Context: an optimization exercise on an open-source flow, tuned for small area. The choices shown serve that exercise and are no tape-out recipe.
In this exercise RTL edits were held to simulation tests only and were not proved equivalent to the original.
No activity file was given, so power comes from the tool's default toggle rates.

[flow/design.v]
module kpcf_fadd (
    input  wire [31:0] a,
    input  wire [31:0] b,
    output reg  [31:0] s
);
    wire       sa = a[31];
    wire       sb = b[31];
    wire [7:0] ea = a[30:23];
    wire [7:0] eb = b[30:23];
    wire [22:0] fa = a[22:0];
    wire [22:0] fb = b[22:0];
    wire a_nan = (ea == 8'hFF) && (fa != 0);
    wire b_nan = (eb == 8'hFF) && (fb != 0);
    wire a_inf = (ea == 8'hFF) && (fa == 0);
    wire b_inf = (eb == 8'hFF) && (fb == 0);
    wire swap = {ea, fa} < {eb, fb};
    wire        sx = swap ? sb : sa;
    wire        sy = swap ? sa : sb;
    wire [7:0]  ex_raw = swap ? eb : ea;
    wire [7:0]  ey_raw = swap ? ea : eb;
    wire [22:0] fx = swap ? fb : fa;
    wire [22:0] fy = swap ? fa : fb;
    wire [7:0]  ex = (ex_raw == 0) ? 8'd1 : ex_raw;
    wire [7:0]  ey = (ey_raw == 0) ? 8'd1 : ey_raw;
    wire [23:0] mx = {ex_raw != 0, fx};
    wire [23:0] my = {ey_raw != 0, fy};
    wire        sub = sx ^ sy;
    wire [7:0]  d = ex - ey;
    reg  [26:0] yal;
    reg  [27:0] sum;
    reg  [26:0] m;
    reg  [9:0]  e;
    reg  [4:0]  lz;
    reg  [4:0]  sh;
    reg         found;
    reg  [24:0] mr;
    reg         rnd_up;
    reg  [9:0]  ef;
    integer     i;
    always @* begin
        if (d >= 8'd27)
            yal = {26'd0, |my};
        else
            yal = ({my, 3'b000} >> d) | {26'd0, |(({my, 3'b000}) & ((27'd1 << d) - 27'd1))};
        if (sub)
            sum = {1'b0, mx, 3'b000} - {1'b0, yal};
        else
            sum = {1'b0, mx, 3'b000} + {1'b0, yal};
        sh = 5'd0;
        lz = 5'd0;
        found = 1'b0;
        for (i = 26; i >= 0; i = i - 1) begin
            if (!found && sum[i]) found = 1'b1;
            else if (!found) lz = lz + 5'd1;
        end
        if (sum[27]) begin
            m = sum[27:1] | {26'd0, sum[0]};
            e = {2'b00, ex} + 10'd1;
        end else begin
            if ({5'd0, lz} > {2'b00, ex} - 10'd1)
                sh = ex[4:0] - 5'd1;
            else
                sh = lz;
            m = sum[26:0] << sh;
            e = {2'b00, ex} - {5'd0, sh};
        end
        rnd_up = m[2] & (m[1] | m[0] | m[3]);
        mr = {1'b0, m[26:3]} + {24'd0, rnd_up};
        if (mr[24]) begin
            ef = e + 10'd1;
            mr = mr >> 1;
        end else begin
            ef = mr[23] ? e : 10'd0;
        end
        if (a_nan || b_nan || (a_inf && b_inf && (sa != sb)))
            s = 32'h7FC00000;
        else if (a_inf || b_inf)
            s = {sx, 8'hFF, 23'd0};
        else if (sum == 28'd0)
            s = {sub ? 1'b0 : sx, 31'd0};
        else if (ef >= 10'd255)
            s = {sx, 8'hFF, 23'd0};
        else
            s = {sx, ef[7:0], mr[22:0]};
    end
endmodule
module kpcf_fmul (
    input  wire [31:0] a,
    input  wire [31:0] b,
    output reg  [31:0] p
);
    wire       sp = a[31] ^ b[31];
    wire [7:0] ea = a[30:23];
    wire [7:0] eb = b[30:23];
    wire [22:0] fa = a[22:0];
    wire [22:0] fb = b[22:0];
    wire a_nan  = (ea == 8'hFF) && (fa != 0);
    wire b_nan  = (eb == 8'hFF) && (fb != 0);
    wire a_inf  = (ea == 8'hFF) && (fa == 0);
    wire b_inf  = (eb == 8'hFF) && (fb == 0);
    wire a_zero = (ea == 8'h00) && (fa == 0);
    wire b_zero = (eb == 8'h00) && (fb == 0);
    wire [23:0] ma = {ea != 0, fa};
    wire [23:0] mb = {eb != 0, fb};
    wire [47:0] prod = ma * mb;
    reg  [5:0]  lz;
    reg         found;
    reg  [47:0] pn;
    reg  signed [11:0] e;
    reg  [11:0] rsh;
    reg  [97:0] wide;
    reg  [26:0] m;
    reg  [24:0] mr;
    reg         rnd_up;
    reg  signed [11:0] ef;
    integer     i;
    always @* begin
        rsh  = 12'd0;
        wide = 98'd0;
        lz = 6'd0;
        found = 1'b0;
        for (i = 47; i >= 0; i = i - 1) begin
            if (!found && prod[i]) found = 1'b1;
            else if (!found) lz = lz + 6'd1;
        end
        pn = prod << lz;
        e = $signed({4'd0, (ea == 0) ? 8'd1 : ea}) + $signed({4'd0, (eb == 0) ? 8'd1 : eb})
            - 12'sd126 - $signed({6'd0, lz});
        if (e >= 12'sd1) begin
            m = {pn[47:22], |pn[21:0]};
        end else begin
            rsh = 12'd1 - e;
            if (rsh > 12'd50) rsh = 12'd50;
            wide = {pn, 50'd0} >> rsh;
            m = {wide[97:72], |wide[71:0]};
            e = 12'sd1;
        end
        rnd_up = m[2] & (m[1] | m[0] | m[3]);
        mr = {1'b0, m[26:3]} + {24'd0, rnd_up};
        if (mr[24]) begin
            ef = e + 12'sd1;
            mr = mr >> 1;
        end else begin
            ef = mr[23] ? e : 12'sd0;
        end
        if (a_nan || b_nan || (a_inf && b_zero) || (b_inf && a_zero))
            p = 32'h7FC00000;
        else if (a_inf || b_inf)
            p = {sp, 8'hFF, 23'd0};
        else if (a_zero || b_zero)
            p = {sp, 31'd0};
        else if (ef >= 12'sd255)
            p = {sp, 8'hFF, 23'd0};
        else
            p = {sp, ef[7:0], mr[22:0]};
    end
endmodule
module kpcf_split (
    input  wire [31:0] rp,
    input  wire [4:0]  len,
    output reg  [3:0]  x,
    output reg  [3:0]  x1,
    output reg  [31:0] f
);
    wire        sgn  = rp[31];
    wire [7:0]  ex   = rp[30:23];
    wire [23:0] mant = {1'b1, rp[22:0]};
    wire        big  = ex >= 8'd151;    
    reg  [23:0] ipart;     
    reg  [22:0] fbits;     
    reg  [31:0] fr;        
    reg  [4:0]  sh;
    reg  [4:0]  msb;
    reg  [31:0] one_minus_fr_b;
    reg  signed [25:0] k;
    reg  [24:0] kmag;
    reg  [4:0]  r;
    reg  [4:0]  xs;
    integer     i;
    wire [31:0] one_minus_fr;
    kpcf_fadd u_sub (.a(32'h3F800000), .b(one_minus_fr_b), .s(one_minus_fr));
    always @* begin
        ipart = 24'd0;
        fbits = 23'd0;
        fr    = 32'd0;
        sh    = 5'd0;
        msb   = 5'd0;
        if (ex < 8'd127) begin
            fr = {1'b0, rp[30:0]};
        end else if (!big) begin
            sh    = ex[4:0] - 5'd31;               
            ipart = mant >> (5'd23 - sh);
            fbits = rp[22:0] << sh;
            for (i = 0; i < 23; i = i + 1)
                if (fbits[i]) msb = i[4:0];
            if (fbits != 23'd0)
                fr = {1'b0, 8'd104 + {3'd0, msb}, fbits << (5'd23 - msb)};
        end
        one_minus_fr_b = {1'b1, fr[30:0]};
        f = 32'd0;
        k = 26'sd0;
        if (!big) begin
            if (!sgn) begin
                k = $signed({2'b00, ipart});
                f = fr;
            end else if (fr[30:0] == 31'd0) begin
                k = -$signed({2'b00, ipart});
            end else if (one_minus_fr == 32'h3F800000) begin
                k = -$signed({2'b00, ipart});
            end else begin
                k = -$signed({2'b00, ipart}) - 26'sd1;
                f = one_minus_fr;
            end
        end
        kmag = k[25] ? -k[24:0] : k[24:0];
        r = 5'd0;
        for (i = 24; i >= 0; i = i - 1) begin
            r = {r[3:0], kmag[i]};
            if (r >= len) r = r - len;
        end
        if (k[25] && r != 5'd0)
            xs = len - r;
        else
            xs = r;
        x  = xs[3:0];
        x1 = (xs + 5'd1 == len) ? 4'd0 : xs[3:0] + 4'd1;
    end
endmodule
module kpcf_dl (
    input  wire        clk,
    input  wire        rst,           
    input  wire        cmd_valid,
    output wire        cmd_ready,
    input  wire [1:0]  cmd_op,        
    input  wire        cmd_ch,        
    input  wire [31:0] cmd_data,
    output reg         resp_valid,
    output reg  [1:0]  resp_code,     
    output reg  [31:0] resp_data
);
    localparam OP_CONFIGURE = 2'd0;
    localparam OP_WRITE     = 2'd1;
    localparam OP_READ      = 2'd2;
    localparam RESP_OK    = 2'd0;
    localparam RESP_ALLOC = 2'd2;
    localparam RESP_NP    = 2'd3;
    localparam CAP = 16;
    reg        ready;                  
    reg [4:0]  len;                    
    reg [3:0]  wh [0:1];               
    reg [31:0] buf_l [0:CAP-1];
    reg [31:0] buf_r [0:CAP-1];
    assign cmd_ready = 1'b1;
    wire go = cmd_valid & cmd_ready;
    wire [3:0]  w = wh[cmd_ch];
    function [31:0] i2f;
        input [4:0] n;
        reg   [4:0] msb;
        integer     j;
        begin
            msb = 5'd0;
            for (j = 0; j < 5; j = j + 1)
                if (n[j]) msb = j[4:0];
            if (n == 5'd0)
                i2f = 32'd0;
            else
                i2f = {1'b0, 8'd127 + {3'd0, msb}, {18'd0, n} << (5'd23 - msb)};
        end
    endfunction
    wire [31:0] w_f   = i2f({1'b0, w});
    wire [31:0] len_f = i2f(len);
    wire [31:0] rp0;
    kpcf_fadd u_rp0 (.a(w_f), .b({~cmd_data[31], cmd_data[30:0]}), .s(rp0));
    wire rp0_nan = (rp0[30:23] == 8'hFF) && (rp0[22:0] != 0);
    wire rp0_neg = rp0[31] && !rp0_nan && (rp0[30:0] != 31'd0);
    wire [31:0] rp1;
    kpcf_fadd u_rp1 (.a(rp0), .b(len_f), .s(rp1));
    wire [31:0] rp = rp0_neg ? rp1 : rp0;
    wire [3:0]  x, x1;
    wire [31:0] f;
    kpcf_split u_split (.rp(rp), .len(len), .x(x), .x1(x1), .f(f));
    wire [31:0] b0 = cmd_ch ? buf_r[x]  : buf_l[x];
    wire [31:0] b1 = cmd_ch ? buf_r[x1] : buf_l[x1];
    wire [31:0] a_w, p0, p1, y;
    kpcf_fadd u_a   (.a(32'h3F800000), .b({~f[31], f[30:0]}), .s(a_w));
    kpcf_fmul u_p0  (.a(a_w), .b(b0), .p(p0));
    kpcf_fmul u_p1  (.a(f),   .b(b1), .p(p1));
    kpcf_fadd u_y   (.a(p0),  .b(p1), .s(y));
    wire cfg_ok = (cmd_data >= 32'd1) && (cmd_data <= CAP);
    integer i;
    always @(posedge clk) begin
        if (rst) begin
            ready      <= 1'b0;
            len        <= 5'd0;
            wh[0]      <= 4'd0;
            wh[1]      <= 4'd0;
            resp_valid <= 1'b0;
            resp_code  <= RESP_OK;
            resp_data  <= 32'd0;
        end else begin
            resp_valid <= go;
            if (go) begin
                resp_code <= RESP_OK;
                resp_data <= 32'd0;
                case (cmd_op)
                    OP_CONFIGURE: begin
                        wh[0] <= 4'd0;
                        wh[1] <= 4'd0;
                        if (cfg_ok) begin
                            ready <= 1'b1;
                            len   <= cmd_data[4:0];
                            for (i = 0; i < CAP; i = i + 1) begin
                                buf_l[i] <= 32'd0;
                                buf_r[i] <= 32'd0;
                            end
                        end else begin
                            ready     <= 1'b0;
                            len       <= 5'd0;
                            resp_code <= RESP_ALLOC;
                        end
                    end
                    OP_WRITE: begin
                        if (!ready) begin
                            resp_code <= RESP_NP;
                        end else begin
                            if (cmd_ch)
                                buf_r[w] <= cmd_data;
                            else
                                buf_l[w] <= cmd_data;
                            wh[cmd_ch] <= ({1'b0, w} + 5'd1 == len) ? 4'd0 : w + 4'd1;
                        end
                    end
                    OP_READ: begin
                        if (!ready)
                            resp_code <= RESP_NP;
                        else
                            resp_data <= y;
                    end
                    default: ;
                endcase
            end
        end
    end
endmodule
[flow/run.sh]
#!/bin/bash
# synth_recipe.tcl (not shown) runs the flow's synth.tcl, then flattens the netlist and writes it again
# the make line also repeats each setting of config.mk as NAME=value (left out here)
make -C /OpenROAD-flow-scripts/flow DESIGN_CONFIG=/design/flow/config.mk WORK_HOME=/design/flow/orfs CLKGATE_MAP_FILE= SYNTH_SCRIPT=/design/flow/synth_recipe.tcl finish
[flow/config.mk]
export PLATFORM = sky130hd
export DESIGN_NAME = kpcf_dl
export DESIGN_NICKNAME = kpcf_dl
export VERILOG_FILES = /design/flow/design.v
export SDC_FILE = /design/flow/constraint.sdc
export NUM_CORES = 4
export LEC_CHECK = 0
export CAP_MARGIN = 20
export CORE_MARGIN = 2
export CORE_UTILIZATION = 20
export GPL_ROUTABILITY_DRIVEN = 1
export PLACE_DENSITY = 0.3
export SLEW_MARGIN = 20
[flow/constraint.sdc]
create_clock -name core_clock -period 400.0 [get_ports {clk}]
set_input_delay 80.0000 -clock core_clock [delete_from_list [all_inputs] [get_ports {clk}]]
set_output_delay 80.0000 -clock core_clock [all_outputs]
set_load 0.01 [all_outputs]
==> notes.md <==
-- routing by layer --
metal  up-vias  GRT usage, %
li1      90000             -
met1    100000          27.5
met2      5948          34.2
met3      1063          1.68
met4         6          5.81
met5         -             0
-- cell usage in the layout, fill, tap and decap left out, drive strengths merged, types with 376 or more instances in the layout --
cell,n
buf,755
edfxtp,1032
xnor2,718
nand3,684
mux4,376
fa,1006
ha,1118
nand2,3180
mux2i,794
nor2,2565
and2,867
o21ai,1410
inv,1847
a21oi,1544
nor3,652
-- stage by stage --
stage	hold slack, ns	worst slack, ns	utilization, %	instance area [sq um]	total power, uW
CTS	0.449	68.32	22.1	224000	1280000
detailed placement	0.441	68.31	21.6	219000	1270000
floorplan	0.470	101.50	-	203000	1380000
finish	0.444	67.30	22.1	224000	1270000
global placement	0.436	70.58	21.6	219000	1280000
global route	0.467	46.23	22.1	224000	1340000
-- sequential cells by signal (all words and copies together), names as in the netlist --
register    flops
wh              8
ready           1
buf_l         512
buf_r         512
resp_data      32
resp_code       2
len             5
resp_valid      1
-- logic make-up (layout without fill, tap and decap cells) --
logic type               Yosys count  in the layout  share of synthesized area, %
flip-flops                      1073           1073                          15.6
multiplexers                    1456           1456                          9.74
buffers and inverters           3464           2963                          8.00
adder cells (fa/ha/maj)         2153           2153                          16.9
AO/OA/AOI/OAI                   6333           6333                          21.3
XOR/XNOR                        1128           1128                          5.37
other                              1             28                       0.00184
AND/OR/NAND/NOR                 9756           9756                          23.0
-- cell type report --
class                   count  area, sq um  area share [%]
well taps               13600        17000            7.58
clock inverters            86          946           0.422
flip-flops and latches   1073        31800            14.2
repair buffers            814         6320            2.82
diodes                     21         52.6          0.0234
multi-input cells       20800       157000            70.0
inverters                1878         7100            3.17
clock buffers             185         3940            1.76
==> results_dict.tcl <==
set metrics [dict create \
    numCtsBuffers 150 \
    pwr-share-seq_pct 0 \
    drt-total-wl_um 1070000 \
    p_comb_uw 1270000 \
    die_h_um 1010 \
    fill_cells 113000 \
    max_stage_delay_ns 0.94 \
    drt_pre_antenna_iters 6 \
    critPathBufInv 65 \
    reg2reg_from "wh[0][0]" \
    floorplan.initialDensity_pct 20.0 \
    required_ns 400.79 \
    swShare_pct 64.4 \
    whs_endpoint "resp_data[9]" \
    fin_crit_sh_pct 83.2 \
    slew_headroom_pct 20.1 \
    cpMostUsedCell "ha_1" \
    synth_top_area_share_pct 15.2 \
    hold_start "resp_data[9]" \
    pwr_density_cell_nw_per_um2 5690 \
    pwr.group.clock_uw 141 \
    portBuffers 72 \
    antenna_found_initial 55 \
    power_leader "combinational logic" \
    vias_per_cell 5.13 \
    syn_area_sq_um 203000 \
    hold_violations 0 \
    drt_iter0_drc 17200 \
    avgSynthCellArea_sq_um 8.02 \
    finalNonFillerCells 38500 \
    ff2ff_setup_slack_ns 146.97 \
    p_sw_uw 821000 \
    ys_warn_count 4 \
    hold_path.class "register to register" \
    path_class "primary input to register" \
    cts_root_buf "clkbuf_16" \
    synth_edf_count 1032 \
    top_layer "met5" \
    cp_max_fo 49 \
    gp_congestion 0.889 \
    worstPathArrival_ns 333.49 \
    num_vias 197000 \
    startpoint_type "primary input" \
    post-dp-hpwl_um 815000 \
    ctsHoldBuffers 0 \
    combPwrFrac_pct 100.0 \
    cts.sinks 1073 \
    clk_path_buf_depth 4 \
    skew_ns 0.106 \
    routedWlPerCell_um 27.9 \
    worstSetupPathDepth 849 \
    h-tree-depth 4 \
    crit_start "cmd_ch" \
    dr_wl_met2_um 504000 \
    dr_wl_met3_um 46200 \
    cts_tree "yes" \
    die_width_um 1010 \
    nets 26900 \
    grt_usage_pct 20.2 \
    p_seq_uw 121 \
    cp_top_family "compound AO/OA/AOI/OAI gates" \
    synthCells 25400 \
    r2r_end "resp_data[21]" \
    status "finished clean" \
    core_sq_um 1010000 \
    maxCapViolCount 0 \
    first_global_vias 199000 \
    max_freq_mhz 3.01 \
    grt_overflow 0 \
    tns_ns 0 \
    min_path_cells 2 \
    grt_max_degree 80 \
    synth_common_cells "3161 x nand2_1, 2534 x nor2_1, 1791 x inv_1, 1518 x a21oi_1, 1238 x o21ai_0" \
    worst_path_max_delay_cell "a221oi_2" \
    ant_nets 0 \
    post_cts_resized 0 \
    fin_crit_ns 332.70 \
    ys.flop_type "edfxtp_1" \
    synth_top_area_cell "edfxtp_1" \
    setup_viol 0 \
    drc_errors 0 \
    clk_pin_slew_worst_paths_ns 0.05 \
    p_int_uw 454000 \
    async_flop_share_pct 0 \
    worst_pin_slew_ns 1.19 \
    synth_area_leaders "edfxtp_1 15%, fa_1 9.9%, ha_1 6.9%" \
    ios 74 \
    slew_violations 0 \
    grt_pass1_wl_um 1530000 \
    dp.cells 38200 \
    area_growth_pct 10.2 \
    worst_ir_drop_vdd_mv 5.00 \
    drive_gt1_share_pct 10.7 \
    power_frac_clock_pct 0 \
    post_cts_buffers 0 \
    rows 370 \
    worstRegToRegCells 1100 \
    p_leak_uw 0.0868 \
    endpoint "resp_data[21]" \
    wl_met1_um 487000 \
    synth.most_common_cell "nand2_1" \
    ys_types 223 \
    synth_seq_cells 1073 \
    rsz0062_at_grt "false" \
    clock_latency_ns 0.93 \
    dieArea_sq_um 1020000 \
    seq_area_frac_synth_pct 15.6 \
    worstSetupEndpointType "register" \
]

-- port drivers added, routing unchanged --
How much do the figures lean on ideal ports? The routed layout below was timed once more, with nothing changed but the port constraints. Step 1 (the two cells are an assumption about what drives the block):
set clk [get_ports {clk}]
set_driving_cell -lib_cell sky130_fd_sc_hd__clkbuf_16 $clk
set_driving_cell -lib_cell sky130_fd_sc_hd__buf_2 [delete_from_list [all_inputs] $clk]
Step 2 moves the port delays by t, midway between the first and last clock arrival at a register: inputs arrive t later, outputs are due t later. That takes back most of the time a late clock gives input paths. Slacks: no drivers / after step 1 / after step 2; pairs: no drivers / after step 1.
t, ns: 1.043
setup slack, ns: 67.305 / 67.246 / 66.203
worst setup path after step 2: input to register
After both steps this run still meets setup and hold. For this run, drivers alone change the setup slack by -0.059 ns; drivers and shift together by -1.102 ns.
